Background: an optimization exercise with open tools, aiming at small area. Do not read the settings as production practice. In this exercise RTL edits were held to simulation tests only and were not proved equivalent to the original. Power figures rest on the tool's default switching activity, not on a simulated workload.

==> v25: inputs <==
## lamppwm
module lamppwm (
    input  wire        clk,
    input  wire        por,
    input  wire        btn,
    input  wire        bg_tick,
    output wire        led,
    output wire        pwm_en,
    output wire        bg_run,
    output wire [1:0]  sleep_o,
    output wire        periph_clk_en,
    output wire [12:0] op_trace
);
export LEC_CHECK = 0
export CAP_MARGIN = 20
export CORE_MARGIN = 2
export CORE_UTILIZATION = 40
export GPL_TIMING_DRIVEN = 0
export PLACE_DENSITY = 0.6
export SLEW_MARGIN = 20
create_clock -name core_clock -period 10.0 [get_ports {clk}]
standard.sh (not shown) runs the stock make flow with config.mk's settings and CLKGATE_MAP_FILE= SYNTH_SCRIPT=/design/flow/synth_recipe.tcl, a recipe that flattens the netlist after the stock synthesis.
==> flow/flow/run.sh <==
#!/bin/bash
set -euo pipefail
sed "s#SYNTH_SCRIPT=[^ ]*#SYNTH_SCRIPT=$PWD/flow/synth.tcl#" standard.sh > own_standard.sh
grep -q "SYNTH_SCRIPT=$PWD/flow/synth.tcl" own_standard.sh
export REMOVE_ABC_BUFFERS=1
export BUFFER_PORTS_ARGS="-buffer_cell sky130_fd_sc_hd__buf_1"
export CTS_ARGS="-sink_clustering_enable -repair_clock_nets -dont_use_dummy_load -buf_list sky130_fd_sc_hd__clkbuf_4 -sink_clustering_size 12"
bash own_standard.sh > flow.log 2>&1
==> flow/flow/area.abc <==
strash
&get -n
&deepsyn -T 120
&put
dch
amap
topo
==> flow/flow/synth.tcl <==
# The standard flow's synthesis script (synth_recipe.tcl) with two changes to the mapping
# of the combinational logic: ORFS's ABC step uses the area-oriented ABC
# script area.abc beside this file instead of ORFS's speed script, and
# adders are not extracted into half/full-adder cells first (ABC maps that
# logic itself). area.abc first restructures the logic with &deepsyn (a
# 120-second search), then maps it for area. The registers, and everything
# else, are unchanged.
set own_abc_script [file join [file dirname [file normalize [info script]]] area.abc]
proc synth {args} { yosys synth -nofsm -noshare {*}$args }
proc abc {args} {
  set i [lsearch -exact $args -script]
  if { $i >= 0 } {
    lset args [expr { $i + 1 }] $::own_abc_script
  }
  yosys abc {*}$args
}
proc extract_fa {args} {}
source $::env(SCRIPTS_DIR)/synth.tcl
# left out here: clear keep_hierarchy, flatten, clean up, hide names made inside functions, write 1_2_yosys.v
==> v18: changes against v25 <==
==> flow/design.v (replaced) <==
module lamppwm (
    input  wire        clk,
    input  wire        por,
    input  wire        btn,
    input  wire        bg_tick,
    output wire        led,
    output wire        pwm_en,
    output wire        bg_run,
    output wire [1:0]  sleep_o,
    output wire        periph_clk_en,
    output wire [12:0] op_trace
);
    localparam [4:0]
        S_BOOT_BG     = 5'h01,
        S_SELFTEST_ON = 5'h04,
        S_SELFTEST_WT = 5'h05,
        S_SEI         = 5'h15,
        S_POLL        = 5'h06,
        S_DEBOUNCE    = 5'h07,
        S_ADVANCE     = 5'h08,
        S_DISPATCH    = 5'h09,
        S_PWM_OFF     = 5'h0B,
        S_REQ         = 5'h0D,
        S_ON_PWM      = 5'h0A,
        S_ON_DUTY     = 5'h0C,
        S_ARM         = 5'h0E,
        S_SELECT      = 5'h0F,
        S_DEEP_BG     = 5'h02,
        S_SLEEP       = 5'h10,
        S_WAKEUP      = 5'h11,
        S_WAKE_CLI    = 5'h12,
        S_WAKE_CLRF   = 5'h13,
        S_WAKE_DISARM = 5'h14,
        S_WAKE_BG     = 5'h03;
    localparam [2:0] M_OFF = 3'b000, M_ON = 3'b100, M_SLOW = 3'b101, M_FAST = 3'b111, M_FADE = 3'b110;
    reg [4:0]  seq;
    reg [2:0]  mode;
    reg        pwm_en_r;
    reg [7:0]  pwm_cnt;
    reg [2:0]  pwm_buf;    
    reg [1:0]  pwm_cmp;    
    reg        pwm_hi;     
    reg        pcif;
    reg        btn_prev;
    reg        bg_run_r;
    reg [11:0] dly;
    wire mode_off = !mode[2];    
    wire dly_end_16000 = (!dly[0] && !dly[2] && !dly[3] && !dly[5] && dly[6] && dly[9] && dly[10] && !pwm_cnt[2] && !pwm_cnt[4] && pwm_cnt[5] && !pwm_cnt[6] && pwm_cnt[7]);
    wire dly_end_3200  = (dly[0] && !dly[2] && dly[3] && dly[4] && !dly[5] && dly[6] && !dly[7] && dly[9] && !dly[10] && dly[11]);
    wire dly_end_16    = (!dly[4] && dly[9]);
    wire dly_end_2     = (dly[0]);
    wire wake     = pcif || (bg_run_r && bg_tick);
    wire pwm_wrap = (pwm_cnt[0] && pwm_cnt[1] && pwm_cnt[2] && pwm_cnt[3] && pwm_cnt[4] && pwm_cnt[5] && pwm_cnt[6] && !pwm_cnt[7]);    
    reg pwm_last;
    always @(*) begin
        case (pwm_cmp)
            2'b00:   pwm_last = (!pwm_cnt[0] && !pwm_cnt[1] && pwm_cnt[2] && !pwm_cnt[3] && !pwm_cnt[4] && !pwm_cnt[5] && pwm_cnt[6] && pwm_cnt[7]);    
            2'b10:   pwm_last = (pwm_cnt[1] && pwm_cnt[2] && !pwm_cnt[3] && !pwm_cnt[4] && !pwm_cnt[6] && pwm_cnt[7]);    
            2'b11:   pwm_last = (pwm_cnt[1] && !pwm_cnt[4] && !pwm_cnt[6] && pwm_cnt[7]);     
            default: pwm_last = (pwm_cnt[0] && pwm_cnt[3] && !pwm_cnt[4]);     
        endcase
    end
    always @(posedge clk) begin
        dly <= st_dly_clr ? 12'd0 : {~dly[10:0], ~(dly[11] ^ dly[3] ^ dly[4] ^ dly[9])};
    end
    always @(posedge clk) begin
        pwm_cnt <= pwm_cnt_clr ? 8'd0 : {~pwm_cnt[6:0], ~(pwm_cnt[7] ^ pwm_cnt[1] ^ pwm_cnt[2] ^ pwm_cnt[5])};
        if (pwm_load || pwm_wrap) begin
            pwm_cmp <= pwm_buf[1:0];
            pwm_hi  <= pwm_buf[2];    
        end else if (pwm_last) begin
            pwm_hi  <= 1'b0;
        end
    end
    always @(posedge clk) begin
        btn_prev <= btn;
    end
    wire wait_end = mode_off ? dly_end_16 : dly_end_2;
    wire seq_nxt0 = (!seq[0] && seq[2] && seq[3]) || (!seq[2] && mode_off && bg_run_r) || (!seq[0] && !seq[1] && seq[2]) || (!seq[0] && seq[1] && seq[4]) || (seq[1] && !seq[2] && !seq[3] && !seq[4]) || (!seq[0] && !seq[1] && wake) || (seq[0] && !seq[3] && !seq[4] && !dly_end_3200 && bg_run_r) || (!seq[0] && seq[2] && !btn) || (seq[0] && !seq[1] && !seq[2] && seq[4] && !wait_end) || (!seq[0] && !seq[1] && !seq[4]) || (!seq[1] && !seq[3] && !seq[4] && bg_run_r);
    wire seq_nxt1 = (!seq[0] && seq[1] && seq[2] && seq[3]) || (seq[0] && !seq[1] && seq[3]) || (seq[2] && seq[4]) || (seq[2] && seq[3] && mode_off) || (seq[0] && !seq[1] && seq[4] && wait_end) || (!seq[0] && seq[1] && !seq[2] && !seq[3]) || (!seq[0] && seq[1] && seq[2] && !btn) || (seq[0] && seq[1] && seq[2] && !seq[3] && !dly_end_3200);
    wire seq_nxt2 = (!seq[1] && seq[2] && !seq[4]) || (seq[0] && seq[1] && !seq[2] && !seq[3]) || (!seq[0] && seq[1] && seq[3]) || (!seq[1] && !seq[4] && !bg_run_r) || (seq[0] && !seq[1] && seq[2]) || (seq[1] && !seq[2] && seq[3] && bg_run_r) || (seq[0] && seq[2] && !seq[3] && !dly_end_3200) || (!seq[0] && seq[2] && !seq[4] && !btn);
    wire seq_nxt3 = (!seq[0] && !seq[2] && !seq[4]) || (!seq[2] && seq[3] && bg_run_r) || (!seq[1] && seq[3]) || (!seq[0] && seq[3]) || (seq[0] && seq[1] && seq[2] && !seq[3] && dly_end_3200) || (!seq[0] && seq[1] && !seq[4] && btn);
    wire seq_nxt4 = (seq[0] && seq[1] && seq[3] && !mode_off) || (!seq[2] && seq[4]) || (seq[1] && !bg_run_r) || (!seq[2] && !seq[3] && !mode_off) || (seq[0] && !seq[1] && !seq[3] && !seq[4] && dly_end_16000 && bg_run_r);
    wire st_dly_clr  = (!seq[0] && seq[2] && !seq[3] && !seq[4]) || (!seq[0] && !seq[1] && !seq[2] && !seq[3]);
    wire st_on_duty  = (!seq[0] && !seq[1] && seq[2] && seq[3]);
    wire st_debounce = (seq[0] && seq[1] && seq[2] && !seq[3]);
    wire st_selftest = (seq[0] && !seq[1] && seq[2] && !seq[3] && !seq[4]);
    wire st_clrf     = (seq[0] && seq[1] && seq[4]);
    wire sleeping    = (!seq[1] && !seq[2] && seq[4]);
    wire st_pstate   = (!seq[1] && !seq[2] && seq[4]) || (seq[0] && !seq[1] && seq[2] && seq[3]);
    wire pcie        = (!seq[0] && !seq[2] && !seq[3]) || (seq[3] && !bg_run_r) || (seq[0] && seq[1] && seq[2] && seq[3]) || (!seq[0] && seq[4]) || (!seq[2] && seq[4]);
    wire pwm_cnt_clr = (!seq[0] && seq[1] && !seq[2] && seq[3] && !pwm_en_r) || (!seq[0] && !seq[1] && !seq[3] && !seq[4]);
    wire pwm_load    = (!seq[0] && seq[1] && !seq[2] && seq[3] && !pwm_en_r);
    wire pwm_en_nxt  = (!seq[3] && pwm_en_r) || (!seq[1] && pwm_en_r) || (!seq[0] && seq[1] && !seq[2] && seq[3]) || (seq[2] && pwm_en_r);
    wire bg_run_nxt  = (seq[4] && bg_run_r) || (seq[2] && bg_run_r) || (seq[3] && bg_run_r) || (seq[0] && !seq[3] && !seq[4]);
    always @(posedge clk) begin
        if (por) begin
            seq      <= S_BOOT_BG;
            mode     <= M_OFF;
            pwm_en_r <= 1'b0;
            pwm_buf  <= M_OFF;
            pcif     <= 1'b0;
            bg_run_r <= 1'b0;
        end else begin
            seq      <= {seq_nxt4, seq_nxt3, seq_nxt2, seq_nxt1, seq_nxt0};
            pwm_en_r <= pwm_en_nxt;
            bg_run_r <= bg_run_nxt;
            if (st_debounce && dly_end_3200 && !btn)
                mode <= {!(mode[1] && !mode[0]), mode[0], mode[2] && !mode[1]};
            if (st_on_duty)
                pwm_buf <= mode;
            pcif <= (pcie && (btn != btn_prev)) || (pcif && !st_clrf);
        end
    end
    wire [4:0] opc = seq;
    wire [7:0] duty = {!mode[1] && !mode[0],          
                       !mode[0],                      
                       mode[1] || !mode[0],           
                       1'b1, 1'b1,                    
                       mode[1] || mode[0],            
                       !mode[1] || mode[0],           
                       mode[1] ^ mode[0]};            
    wire [7:0] arg = st_on_duty ? duty : {7'd0, mode_off && st_pstate};
    assign op_trace      = {opc, arg};
    assign led           = st_selftest || (pwm_en_r && pwm_hi);
    assign pwm_en        = pwm_en_r;
    assign bg_run        = bg_run_r;
    assign sleep_o       = {sleeping && mode_off, sleeping && !mode_off};
    assign periph_clk_en = !(sleeping && mode_off);
endmodule
==> flow/flow/run.sh (replaced) <==
#!/bin/bash
# The standard layout flow (standard.sh) with three changes:
# - synthesis maps the combinational logic for area (flow/synth.tcl);
# - the ports are buffered with the smallest buffer;
# - CTS inserts no dummy loads and uses small clock buffers.
# Each tool's full output goes to the ORFS logs; make's output to flow.log.
set -euo pipefail
sed "s#SYNTH_SCRIPT=[^ ]*#SYNTH_SCRIPT=$PWD/flow/synth.tcl#" standard.sh > own_standard.sh
grep -q "SYNTH_SCRIPT=$PWD/flow/synth.tcl" own_standard.sh
export BUFFER_PORTS_ARGS="-buffer_cell sky130_fd_sc_hd__buf_1"
export CTS_ARGS="-sink_clustering_enable -repair_clock_nets -dont_use_dummy_load -buf_list sky130_fd_sc_hd__clkbuf_4 -sink_clustering_size 12"
bash own_standard.sh > flow.log 2>&1
==> comparison <==
In v18 the utilization is higher than in v25, by 0.85 points. Synthesized area: v18 is larger than v25 (3.9%). Against v25, the global-route usage of v18 is lower by 1.1 points. Between v25 and v18, the lower non-clock buffer count is in v25 (gap 2). Against v18, the register-to-register slack of v25 is higher by 0.74 ns. Between v25 and v18, the lower die area is in v25 (gap about 3.6%, measured against v18).
==> figures <==
metric	v25	v18
Status	complete, no violations	complete, no violations
Share of total power in the clock network	0.126	0.128
Area share of the largest cell type after synthesis	0.407	0.442
Area of the multi-input gates	716 µm²	683 µm²
Power drawn by the sequential cells	252 µW	264 µW
Period minus WS final	4.47 ns	4.13 ns
Post-Synthesis Cell Area	1530 µm²	1590 µm²
Placed inst area	1660 µm²	1730 µm²
Insertion delay to the later sink of the worst-skew pair	0.34 ns	0.33 ns
Average vias per placed instance	5.38	5.17
Dominant kind of cell by area	multi-input combinational cells	sequential cells
Power per unit of standard cell area	301 nW/µm²	292 nW/µm²
End of the worst hold path	dly[3]	dly[2]
Clock Network Area Fraction	0.0221	0.0212

## static timing again, ports no longer ideal
The flow's constraints put no driver on any port. The routed layouts listed below were extracted and timed again, unchanged, in two steps.
Step 1 sets driving cells, clkbuf_16 on the clock port and buf_2 on the other inputs (assumed; they add their load-dependent delay and slew).
Step 2 moves the port delays by t, midway between the first and last clock arrival at a register: inputs arrive t later, outputs are due t later. That takes back most of the time a late clock gives input paths.
Slacks: ideal ports / drivers / drivers and shift; pairs: ideal ports / drivers.
run	t, ns	setup WS [ns]	worst hold slack (ns)	slew at the worst register clock pin (ns)
v25	0.352	5.532 / 5.509 / 5.862	0.408 / 0.408 / 0.408	0.10 / 0.10
v18	0.345	5.868 / 5.844 / 6.188	0.388 / 0.388 / 0.388	0.10 / 0.10
After both steps every run listed still meets setup and hold.
